This design comes from an exercise in tuning for small area on the open sky130 flow, not from production work.
The RTL was checked by simulation tests, not by an equivalence proof against the original design.
The clock input has no modelled driver; a real chip could not lean on it and would need a root buffer or a full tree.
Power figures rest on the tool's default switching activity, not on a simulated workload.

lane 1:
Design dso_ctrl, start of the top module:
module dso_ctrl #(
    parameter SETTLE_CYCLES = 1000,    
    parameter MAX_SAMPLES   = 65535
) (
    input  wire       clk,
    input  wire       rst,           
    input  wire       rx_valid,
    input  wire [7:0] rx_data,
    output wire       rx_ready,
    output wire       tx_valid,
    output wire [7:0] tx_data,
    input  wire       tx_ready,
    output reg        baud_fast,     
    output wire       baud_init,     
    output wire       ref_cfg,       
    output wire [7:0] line_oe,
    output wire [7:0] line_out,
    input  wire       fill,
    input  wire [7:0] data_bus,
    output wire       spi_sck,
    output wire       spi_mosi,
    input  wire       spi_miso
);
    localparam [3:0]
        P_BOOT  = 4'd0,     
        P_FETCH = 4'd1,     
        P_PARAM = 4'd2,     
        P_VER   = 4'd3,     
        P_MUL   = 4'd4,     
        P_SPI   = 4'd5,     
        P_BAUD  = 4'd6,     
        P_CAPP  = 4'd7,     
        P_CAPW  = 4'd8,     
        P_ACK   = 4'd9,     
        P_XPOLL = 4'd10,    
  ...
clock: 10.0 ns
lec_check: 0
abc_area: 1
cap_margin: 20
core_margin: 2
core_utilization: 40
slew_margin: 20
standard.sh (not shown) runs the stock make flow with config.mk's settings and CLKGATE_MAP_FILE= SYNTH_SCRIPT=/design/flow/synth_recipe.tcl, a recipe that flattens the netlist after the stock synthesis.
==> flow/flow/run.sh <==
#!/bin/bash
# The standard layout, with three changes: combinational cells that
# synthesis sized up are set back to the smallest size before floorplan,
# the ports get the smallest buffer, and the clock tree has no dummy loads.
# Each tool's output goes to a log file of its own here.
set -euo pipefail
ARGS=("BUFFER_PORTS_ARGS=-buffer_cell sky130_fd_sc_hd__buf_1"
      "CTS_ARGS=-sink_clustering_enable -repair_clock_nets -dont_use_dummy_load -buf_list {sky130_fd_sc_hd__clkbuf_8}")
bash standard.sh "${ARGS[@]}" synth > synth.log 2>&1
export RESULTS=$PWD/orfs/results/$FLOW_PLATFORM/dso_ctrl/base
openroad -no_init -exit flow/downsize.tcl > downsize.log 2>&1
bash standard.sh "${ARGS[@]}" finish > standard_flow.log 2>&1
==> flow/flow/downsize.tcl <==
# Replace each combinational cell that synthesis sized up by the same
# function at drive strength 1 (or 0); the placement-stage repair sizes
# up again only what slew, capacitance or timing need. Registers keep
# the cells synthesis gave them.
set odb $::env(RESULTS)/1_synth.odb
read_liberty $::env(FLOW_HOME)/platforms/sky130hd/lib/sky130_fd_sc_hd__tt_025C_1v80.lib
read_db $odb
set db [ord::get_db]
set n 0
foreach inst [[ord::get_db_block] getInsts] {
  set m [[$inst getMaster] getName]
  if {![regexp {^(sky130_fd_sc_hd__[a-z0-9]+)_([0-9]+)$} $m -> base sz]} { continue }
  if {$sz <= 1} { continue }
  if {[regexp {__(df|edf|sdf|dl|sedf|clk)} $base]} { continue }
  foreach cand [list ${base}_1 ${base}_0] {
    if {[$db findMaster $cand] ne "NULL"} {
      if {[catch {replace_cell [$inst getName] $cand} err]} {
        puts "skip [$inst getName] $m -> $cand: $err"
      } else {
        puts "downsize [$inst getName] $m -> $cand"
        incr n
      }
      break
    }
  }
}
puts "downsized $n cells"
write_db $odb
Changes in lane 2 relative to lane 1:
==> flow/flow/run.sh <==
#!/bin/bash
set -euo pipefail
bash standard.sh \
  "BUFFER_PORTS_ARGS=-buffer_cell sky130_fd_sc_hd__buf_1" \
  "CTS_ARGS=-sink_clustering_enable -repair_clock_nets -dont_use_dummy_load -buf_list {sky130_fd_sc_hd__clkbuf_8}" \
  finish > standard_flow.log 2>&1
removed: flow/flow/downsize.tcl
[summary]
Compared with lane 1, lane 2 shows a clock network fraction of design power that is 1.2 points lower.
The global routing usage summed across all routing layers reported for lane 2 is smaller than that of lane 1 by 1.6 points.
Power in lane 2 is about 6.5% above lane 1.
## Diff of input files: lane 3 against lane 2
==> flow/run.sh (new file) <==
#!/bin/bash
# synth_recipe.tcl (not shown) runs the flow's synth.tcl, then flattens the netlist and writes it again
# the make line also repeats each setting of config.mk as NAME=value (left out here)
make -C /OpenROAD-flow-scripts/flow DESIGN_CONFIG=/design/flow/config.mk WORK_HOME=/design/flow/orfs CLKGATE_MAP_FILE= SYNTH_SCRIPT=/design/flow/synth_recipe.tcl finish
removed: flow/flow/run.sh
removed: flow/standard.sh
Cmp lane 2 and lane 3 / final critical path time including I/O delays and setup / lower: lane 2. Per the comparison of lane 3 with lane 2, estimated wirelength of the detail-placed design rose 2.2%, reported leakage power went up by 12%.

* * *

Another version of the RTL of dso_ctrl (not shown whole).
Size in the first run: ~270 cells after synthesis, ~53 I/O pins, ~0.0019 sq mm of cells after synthesis.
clock: 10.0 ns
lec_check: 0
abc_area: 1
cap_margin: 20
core_margin: 2
core_utilization: 40
slew_margin: 20
==> flow/flow/run.sh <==
#!/bin/bash
# The standard layout (standard.sh), with these changes:
# - synthesis maps the logic with area-oriented ABC scripts (flow/synth.tcl,
#   flow/abc*.script: area mapping, some after deep AIG resynthesis); each is
#   run, and the one whose netlist is smallest is kept. The registers are the
#   standard synthesis's in every case;
# - combinational cells that synthesis sized up are set back to the smallest
#   size before floorplan (flow/downsize.tcl); placement repair sizes up
#   again what slew, capacitance or timing need;
# - the ports get the smallest buffer, sky130_fd_sc_hd__buf_1;
# - the clock tree has no dummy loads, and after CTS one buffer drives all
#   the registers' clock pins (flow/post_cts.tcl).
# Each tool's output goes to a log file of its own here.
set -euo pipefail
export ROOT_CLKBUF=sky130_fd_sc_hd__buf_12
export RESULTS=$PWD/orfs/results/$FLOW_PLATFORM/dso_ctrl/base
ARGS=("SYNTH_SCRIPT=$PWD/flow/synth.tcl"
      "BUFFER_PORTS_ARGS=-buffer_cell sky130_fd_sc_hd__buf_1"
      "POST_CTS_TCL=$PWD/flow/post_cts.tcl"
      "CTS_ARGS=-sink_clustering_enable -repair_clock_nets -dont_use_dummy_load -buf_list {sky130_fd_sc_hd__clkbuf_8}")
best=""
best_area=""
mkdir -p synth_candidates
for s in flow/abc*.script; do
  n=$(basename "$s" .script)
  export OWN_ABC_SCRIPT=$PWD/$s
  rm -rf orfs
  bash standard.sh "${ARGS[@]}" synth > "synth_$n.log" 2>&1
  openroad -no_init -exit flow/downsize.tcl > "downsize_$n.log" 2>&1
  a=$(sed -n 's/^DSAREA //p' "downsize_$n.log")
  echo "$n $a" >> synth_candidates/areas.txt
  rm -rf "synth_candidates/$n"
  cp -a orfs "synth_candidates/$n"
  if [[ -z "$best" ]] || awk -v a="$a" -v b="$best_area" 'BEGIN { exit !(a < b) }'; then
    best=$n
    best_area=$a
  fi
done
echo "kept $best $best_area" >> synth_candidates/areas.txt
rm -rf orfs
cp -a "synth_candidates/$best" orfs
rm -rf synth_candidates/abc*
bash standard.sh "${ARGS[@]}" finish > standard_flow.log 2>&1
==> flow/flow/synth.tcl <==
# The standard synthesis script (synth_recipe.tcl), with one change: the
# technology mapping step runs ABC with flow/abc.script, an area-oriented
# script, in place of ORFS's. Registers, their names and cells are as in the
# standard synthesis; only the combinational mapping differs.
proc synth {args} { yosys synth -nofsm -noshare {*}$args }
proc abc {args} {
  set i [lsearch -exact $args -script]
  if {$i >= 0} { lset args [expr {$i + 1}] $::env(OWN_ABC_SCRIPT) }
  yosys abc {*}$args
}
source $::env(SCRIPTS_DIR)/synth.tcl
# left out here: clear keep_hierarchy, flatten, clean up, hide names made inside functions, write 1_2_yosys.v
Other scripts of this flow, unchanged in this note and not shown: flow/flow/abc1.script, flow/flow/abc2.script, flow/flow/abc3.script, flow/flow/abc4.script, flow/flow/abc5.script, flow/flow/downsize.tcl, flow/flow/post_cts.tcl
The first run ran to the end with no violations.
Edit:
--- a/flow/flow/run.sh
+++ b/flow/flow/run.sh
@@ -5,2 +5,3 @@
-#   run, and the one whose netlist is smallest is kept. The registers are the
-#   standard synthesis's in every case;
+#   run, and the one whose netlist is smallest is kept. No half-adder cells
+#   are extracted before ABC. The registers are the standard synthesis's in
+#   every case;
--- a/flow/flow/synth.tcl
+++ b/flow/flow/synth.tcl
@@ -1,3 +1,5 @@
-# The standard synthesis script (synth_recipe.tcl), with one change: the
-# technology mapping step runs ABC with flow/abc.script, an area-oriented
-# script, in place of ORFS's. Registers, their names and cells are as in the
+# The standard synthesis script (synth_recipe.tcl), with two changes: the
+# technology mapping step runs ABC with the script $OWN_ABC_SCRIPT, an
+# area-oriented script, in place of ORFS's; and XOR/AND pairs are left to ABC
+# rather than extracted as half-adder cells, so that ABC can merge them with
+# the logic around them. Registers, their names and cells are as in the
@@ -5,0 +8 @@
+proc extract_fa {args} { puts "extract_fa skipped" }
The new run ran to the end with no violations.
Power fell by 8.3%.
Synthesized area fell by 9.1%.
Clock skew barely changes.
Synthesized cell count stays the same.

* * *

run A:
Starting RTL as in the previous note.
==> flow/config.mk <==
export PLATFORM = sky130hd
export DESIGN_NAME = dso_ctrl
export DESIGN_NICKNAME = dso_ctrl
export VERILOG_FILES = /design/flow/design.v
export SDC_FILE = /design/flow/constraint.sdc
export NUM_CORES = 4
export LEC_CHECK = 0
export ABC_AREA = 1
export CAP_MARGIN = 20
export CORE_MARGIN = 2
export CORE_UTILIZATION = 40
export SLEW_MARGIN = 20
==> flow/constraint.sdc <==
create_clock -name core_clock -period 10.0 [get_ports {clk}]
set_input_delay 2.0000 -clock core_clock [delete_from_list [all_inputs] [get_ports {clk}]]
set_output_delay 2.0000 -clock core_clock [all_outputs]
set_load 0.01 [all_outputs]
==> flow/flow/run.sh <==
#!/bin/bash
# The standard layout (standard.sh), with these changes:
# - synthesis maps the logic with an area-oriented ABC script (flow/synth.tcl,
#   flow/abc.script: deep AIG resynthesis, then area mapping;
#   flow/abc.script); the registers are the standard synthesis's;
# - combinational cells that synthesis sized up are set back to the smallest
#   size before floorplan (flow/downsize.tcl); placement repair sizes up
#   again what slew, capacitance or timing need;
# - the ports get the smallest buffer, sky130_fd_sc_hd__buf_1;
# - the clock tree has no dummy loads, and after CTS one buffer drives all
#   the registers' clock pins (flow/post_cts.tcl).
# Each tool's output goes to a log file of its own here.
set -euo pipefail
export OWN_ABC_SCRIPT=$PWD/flow/abc.script
export ROOT_CLKBUF=sky130_fd_sc_hd__buf_12
ARGS=("SYNTH_SCRIPT=$PWD/flow/synth.tcl"
      "BUFFER_PORTS_ARGS=-buffer_cell sky130_fd_sc_hd__buf_1"
      "POST_CTS_TCL=$PWD/flow/post_cts.tcl"
      "CTS_ARGS=-sink_clustering_enable -repair_clock_nets -dont_use_dummy_load -buf_list {sky130_fd_sc_hd__clkbuf_8}")
bash standard.sh "${ARGS[@]}" synth > synth.log 2>&1
export RESULTS=$PWD/orfs/results/$FLOW_PLATFORM/dso_ctrl/base
openroad -no_init -exit flow/downsize.tcl > downsize.log 2>&1
bash standard.sh "${ARGS[@]}" finish > standard_flow.log 2>&1
==> flow/flow/abc.script <==
strash
&get -n
&deepsyn -T 10
&put
dch -f
amap
topo
==> flow/flow/post_cts.tcl <==
# After clock tree synthesis: drive every clock sink straight from the root
# clock buffer. The leaf buffers that CTS added are removed and their sinks
# moved to the root buffer's net; the root buffer is sized for the load.
set block [ord::get_db_block]
set root [$block findInst clkbuf_0_clk]
if {$root ne "NULL"} {
  set rootnet [[$root findITerm X] getNet]
  set leaves {}
  foreach it [$rootnet getITerms] {
    set inst [$it getInst]
    if {$inst ne $root && [string match "*clkbuf*" [[$inst getMaster] getName]]} {
      lappend leaves $inst
    }
  }
  foreach inst $leaves {
    set outnet [[$inst findITerm X] getNet]
    foreach it [$outnet getITerms] {
      if {[$it getInst] ne $inst} {
        $it disconnect
        $it connect $rootnet
      }
    }
    puts "removed leaf clock buffer [$inst getName]"
    odb::dbInst_destroy $inst
    odb::dbNet_destroy $outnet
  }
  replace_cell clkbuf_0_clk $::env(ROOT_CLKBUF)
  estimate_parasitics -placement
  report_clock_skew
}
Other scripts of this flow, unchanged in this note and not shown: flow/flow/downsize.tcl, flow/flow/synth.tcl
Run A: no failed stages, no open violations at the end
The inputs of run B differ from those of run A as listed below.
-- flow/flow/run.sh --
<<< run A, line 4
#   flow/abc.script: deep AIG resynthesis, then area mapping;
>>> run B, line 4
<<< run A, line 10
# - the clock tree has no dummy loads, and after CTS one buffer drives all
#   the registers' clock pins (flow/post_cts.tcl).
>>> run B, line 9
# - the clock tree has no dummy loads.
<<< run A, line 15
export ROOT_CLKBUF=sky130_fd_sc_hd__buf_12
>>> run B, line 13
<<< run A, line 18
      "POST_CTS_TCL=$PWD/flow/post_cts.tcl"
>>> run B, line 15
==> flow/flow/abc.script <==
strash
dch -f
amap
topo
removed: flow/flow/post_cts.tcl
Notes after the runs:
Timing, DRC, antenna: 0 failures across run A and run B
When the final numbers for run A and run B were put side by side, the final worst-path setup slack turned out to be greater in run B.
Post-synthesis sequential area ratio: run A and run B compared, lower one is run B
Between run A and run B, the flow reports total power decreasing by a few percent.
Chip area from the yosys synthesis statistics ended up about 2% higher on run B than on run A.
Run B vs run A, instance count: run B higher
From run A to run B, register area did not move at all.
Fraction of final layout cells with drive strength greater than 1 was lower in run A than in run B.
Per the comparison of run B with run A, total wire length after detailed routing picked up an extra 1.2%, count of buffer and inverter cells on the critical path lost 1.
Inputs modified between run B and run C:
-- flow/flow/run.sh --
<<< run B, line 9
# - the clock tree has no dummy loads.
>>> run C, line 9
# - the clock tree has no dummy loads, and after CTS one buffer drives all
#   the registers' clock pins (flow/post_cts.tcl).
<<< run B, line 13
>>> run C, line 14
export ROOT_CLKBUF=sky130_fd_sc_hd__buf_12
<<< run B, line 15
>>> run C, line 17
      "POST_CTS_TCL=$PWD/flow/post_cts.tcl"
==> flow/flow/post_cts.tcl (new file) <==
# After clock tree synthesis: drive every clock sink straight from the root
# clock buffer. The leaf buffers that CTS added are removed and their sinks
# moved to the root buffer's net; the root buffer is sized for the load.
set block [ord::get_db_block]
set root [$block findInst clkbuf_0_clk]
if {$root ne "NULL"} {
  set rootnet [[$root findITerm X] getNet]
  set leaves {}
  foreach it [$rootnet getITerms] {
    set inst [$it getInst]
    if {$inst ne $root && [string match "*clkbuf*" [[$inst getMaster] getName]]} {
      lappend leaves $inst
    }
  }
  foreach inst $leaves {
    set outnet [[$inst findITerm X] getNet]
    foreach it [$outnet getITerms] {
      if {[$it getInst] ne $inst} {
        $it disconnect
        $it connect $rootnet
      }
    }
    puts "removed leaf clock buffer [$inst getName]"
    odb::dbInst_destroy $inst
    odb::dbNet_destroy $outnet
  }
  replace_cell clkbuf_0_clk $::env(ROOT_CLKBUF)
  estimate_parasitics -placement
  report_clock_skew
}
Findings:
- Per the comparison of run C with run B, filler cell count went down 2; sequential share of layout area went up 0.22 points; number of global-route vias before repair went down 1.1%.
--- input diff run C..run D ---
-- flow/flow/run.sh --
<<< run C, line 4
#   flow/abc.script); the registers are the standard synthesis's;
>>> run D, line 4
#   flow/abc.script: deep AIG resynthesis, then area mapping); the registers
#   are the standard synthesis's;
-- flow/flow/abc.script --
<<< run C, line 2
>>> run D, line 2
&get -n
&deepsyn -T 10
&put
==> notes.md <==
Final setup slack of the worst path (run D over run C): decrease, 0.21 ns
Delta (run D minus run C): netlist area before placement saw a decrease, wire length of the first global-routing pass went down about 6%, internal reg-to-reg setup slack grew by 0.08 ns, area figure in the yosys stat output went down about 2%.
The worst setup slack after placement of run D was inferior to that of run C.
Across both runs, combinational share of power was higher for run D than for run C.
Compared with run C, in run D total power moved up, core utilization went down.
Per the comparison of run D with run C, register share of total power shows a reduction of 4.2 points, share of final layout cell area taken by non-clock buffers now sits higher.

[afterwards: timing with drivers on the ports]
Ports are ideal in the flow. The routed layouts listed here were re-timed in OpenROAD. Step 1, drivers: a clkbuf_16 drives clk and a buf_2 each remaining input, both assumed. Step 2, shift: input delay + t, output delay - t, t = (earliest + latest rising clock arrival at the registers) / 2. This alone moves slack from input paths to output paths. a / b / c = ideal ports / drivers / drivers and shift; a / b = the first two.
run | shift t [ns] | setup WS [ns] | hold WS [ns] | worst setup path after step 2 | slew at the worst register clock pin (ns)
lane 1 | 0.312 | 5.567 / 5.543 / 5.543 | 0.451 / 0.451 / 0.451 | input to output | 0.07 / 0.07
lane 2 | 0.309 | 5.575 / 5.553 / 5.553 | 0.448 / 0.448 / 0.448 | input to output | 0.08 / 0.08
lane 3 | 0.330 | 4.839 / 4.815 / 4.815 | 0.456 / 0.456 / 0.456 | input to output | 0.09 / 0.09
the first run of note 2 | 0.166 | 3.733 / 3.738 / 3.572 | 0.460 / 0.460 / 0.460 | input to register | 0.10 / 0.10
the second run of note 2 | 0.161 | 4.791 / 4.800 / 4.640 | 0.481 / 0.481 / 0.481 | input to register | 0.10 / 0.10
run A | 0.166 | 3.733 / 3.738 / 3.572 | 0.460 / 0.460 / 0.460 | input to register | 0.10 / 0.10
run B | 0.286 | 4.069 / 4.070 / 3.783 | 0.455 / 0.455 / 0.455 | input to register | 0.09 / 0.09
run C | 0.161 | 3.939 / 3.946 / 3.785 | 0.458 / 0.458 / 0.458 | input to register | 0.10 / 0.10
run D | 0.166 | 3.733 / 3.738 / 3.572 | 0.460 / 0.460 / 0.460 | input to register | 0.10 / 0.10
After both steps every run listed still meets setup and hold. For run B, which loses most, drivers alone change the setup slack by +0.001 ns; drivers and shift together by -0.286 ns.
